This design comes from an exercise in tuning for small area, a short achievable clock period and few clock cycles per item on the open sky130 flow, not from production work. No driver is modelled on the clock port, so clocking that relies on it looks cheaper here than on a real chip.

Setup of oak:
Design grad_stream, start of the top module:
module grad_stream (
    input  wire       clk,
    input  wire       rst,
    input  wire       in_valid,
    output wire       in_ready,
    input  wire       in_sof,
    input  wire [6:0] in_width,
    input  wire [1:0] in_preset,
    input  wire [7:0] in_pix,
    output reg        out_valid,
    input  wire       out_ready,
    output reg  [7:0] out_mag
);
For scale: ~1200 flip-flops, roughly 32 I/O pins, ~44000 um^2 of cells after synthesis.
clock: 30.0 ns
lec_check: 0
abc_area: 1
cap_margin: 20
core_margin: 2
core_utilization: 65
slew_margin: 20
standard.sh (not shown) runs the stock make flow with config.mk's settings and CLKGATE_MAP_FILE= SYNTH_SCRIPT=/design/flow/synth_recipe.tcl, a recipe that flattens the netlist after the stock synthesis.
==> flow/flow/run.sh <==
#!/bin/bash
# Layout: the standard flow (standard.sh, which runs the standard
# synthesis unchanged), with two changes to how the layout is made:
#  - the port buffers are sky130_fd_sc_hd__buf_2 (buffer_ports otherwise
#    picks a slow delay cell); every input and output port still gets one;
#  - clock tree synthesis clusters up to 30 sinks per leaf buffer, uses
#    clkbuf_8/clkbuf_16 and no dummy loads, which needs far fewer clock
#    buffers; the tree stays balanced (no skew is added on purpose).
# The clock, its period and the I/O constraints are the standard flow's, unchanged.
# standard.sh's output is kept in standard.log and the tools' own logs are
# copied to flow_logs/.
set -uo pipefail
export BUFFER_PORTS_ARGS="-buffer_cell sky130_fd_sc_hd__buf_2"
export CTS_ARGS="-sink_clustering_enable -repair_clock_nets -sink_clustering_size 30 -sink_clustering_max_diameter 120 -dont_use_dummy_load -buf_list {sky130_fd_sc_hd__clkbuf_8 sky130_fd_sc_hd__clkbuf_16}"
bash standard.sh > standard.log 2>&1
st=$?
cp -r orfs/logs flow_logs 2>/dev/null || true
exit $st
The following lists how pine was set up differently from oak:
--- a/flow/design.v
+++ b/flow/design.v
@@ -266,17 +266,17 @@
     wire sqw142 = (sqw83 & sqw110) | (sqw83 & sqw111) | (sqw110 & sqw111);
     wire sqw143 = sqw85 ^ sqw112 ^ sqw113;
     wire sqw144 = (sqw85 & sqw112) | (sqw85 & sqw113) | (sqw112 & sqw113);
     wire sqw145 = sqw86 ^ sqw114;
     wire sqw146 = sqw86 & sqw114;
     wire [16:0] sq_ra = {sqw146, sqw144, sqw142, sqw140, sqw138, sqw136, sqw134, sqw132, sqw130, sqw128, sqw126, sqw124, sqw122, sqw120, sqw118, sqw116, sqw87};
     wire [16:0] sq_rb = {1'b0, sqw145, sqw143, sqw141, sqw139, sqw137, sqw135, sqw133, sqw131, sqw129, sqw127, sqw125, sqw123, sqw121, sqw119, sqw117, sqw115};
     wire [16:0] sq_c = sq_ra + sq_rb;
-    localparam CUT = 4;
+    localparam CUT = 2;
     wire [8:0] rem_w  [0:8];
     wire [7:0] root_w [0:8];
     reg                  pv2, sat2;
     reg [CUT-1:0]        root2;
     reg [CUT:0]          rem2;
     reg [2*(8-CUT)-1:0]  low2;
     assign rem_w[0]  = 9'd0;
     assign root_w[0] = 8'd0;
@@ -307,47 +307,47 @@
     end endgenerate
     always @(posedge clk) begin
         sat2  <= big1 || sq_c[16];
         root2 <= root_w[CUT][CUT-1:0];
         rem2  <= rem_w[CUT][CUT:0];
         low2  <= sq_c[2*(8-CUT)-1:0];
     end
     reg [7:0] q [0:QD-1];
-    reg [1:0] wp, rp;       
-    reg [2:0] qn;           
-    reg [2:0] nout;         
-    wire qe    = (qn == 3'd0);
+    reg [2:0] wp, rp;
+    reg [3:0] qn;           
+    reg [3:0] nout;         
+    wire qe    = (qn == 4'd0);
     wire ofree = !out_valid || out_ready;
     wire push  = pv2 && !(ofree && qe);       
     wire [7:0] mag_c = sat2 ? 8'd255 : root_w[8];
     always @(posedge clk) begin
         if (pv2) q[wp] <= mag_c;
         if (ofree && (!qe || pv2)) out_mag <= qe ? mag_c : q[rp];
     end
-    wire [2:0] nb  = nout - {2'd0, acc_r && !interior};
-    wire [2:0] nbp = nb + 3'd1;
-    wire [2:0] nbm = nb - 3'd1;
+    wire [3:0] nb  = nout - {3'd0, acc_r && !interior};
+    wire [3:0] nbp = nb + 4'd1;
+    wire [3:0] nbm = nb - 4'd1;
     wire       inc = in_valid && rdy;
     wire       dec = out_valid && out_ready;
-    wire [2:0] nnext = inc ? (dec ? nb : nbp) : (dec ? nbm : nb);
+    wire [3:0] nnext = inc ? (dec ? nb : nbp) : (dec ? nbm : nb);
     wire       rnext = inc ? (dec ? (nb <= QD) : (nbp <= QD)) : (dec ? (nbm <= QD) : (nb <= QD));
-    wire [2:0] qn_free = qe ? 3'd0 : qn - 3'd1 + {2'd0, pv2};
-    wire [2:0] qn_hold = qn + {2'd0, pv2};
+    wire [3:0] qn_free = qe ? 4'd0 : qn - 4'd1 + {3'd0, pv2};
+    wire [3:0] qn_hold = qn + {3'd0, pv2};
     always @(posedge clk) begin
         if (rst) begin
             pv1 <= 1'b0; pv2 <= 1'b0;
-            wp <= 2'd0; rp <= 2'd0; qn <= 3'd0;
+            wp <= 3'd0; rp <= 3'd0; qn <= 4'd0;
             out_valid <= 1'b0;
-            nout <= 3'd0;
+            nout <= 4'd0;
             rdy <= 1'b1;
         end else begin
             pv1 <= acc_r && interior;
             pv2 <= pv1;
-            if (push)  wp <= wp + 2'd1;
-            if (ofree && !qe) rp <= rp + 2'd1;
+            if (push)  wp <= (wp == QD - 1) ? 3'd0 : wp + 3'd1;
+            if (ofree && !qe) rp <= (rp == QD - 1) ? 3'd0 : rp + 3'd1;
             qn <= ofree ? qn_free : qn_hold;
             out_valid <= ofree ? (!qe || pv2) : 1'b1;
             nout <= nnext;
             rdy  <= rnext;
         end
     end
 endmodule
Results
Clock-cell share of area of pine is on par with oak.
On area of the mapped netlist, oak tracks pine almost exactly.
pine: layout buffer count excluding clock buffers is 2 lower than what oak reported.
pine vs oak, met1 usage in global routing went down by 1.0 points.
No run of this note included a check of the RTL's function; only the layout flow was run.

[re-timing with driven ports]
The results above use ideal ports. As a check the final layouts listed here were re-extracted and re-timed, cells and wires unchanged.
Step 1 sets driving cells, clkbuf_16 on the clock port and buf_2 on the other inputs (assumed; they add their load-dependent delay and slew).
Step 2 adds t to the input delays and takes it off the output delays; t is the mean of the earliest and latest rising clock arrival at the registers after step 1. Input paths then give back, and output paths get back, about the clock's delay inside the block.
Slacks: ideal ports / drivers / drivers and shift; pairs: ideal ports / drivers.
| run | t (ns) | setup WS [ns] | slew at the worst register clock pin (ns) | worst slew at a driven data input, ns | cell pins on the clock port's net |
|---|---|---|---|---|---|
| oak | 0.655 | 22.705 / 22.705 / 22.662 | 0.12 / 0.12 | 0.04 | 1 |
| pine | 0.658 | 21.536 / 21.536 / 21.536 | 0.11 / 0.11 | 0.05 | 1 |
After both steps setup and hold are still met in every run listed. For oak, which loses most, drivers alone change the setup slack by 0.000 ns; drivers and shift together by -0.043 ns.
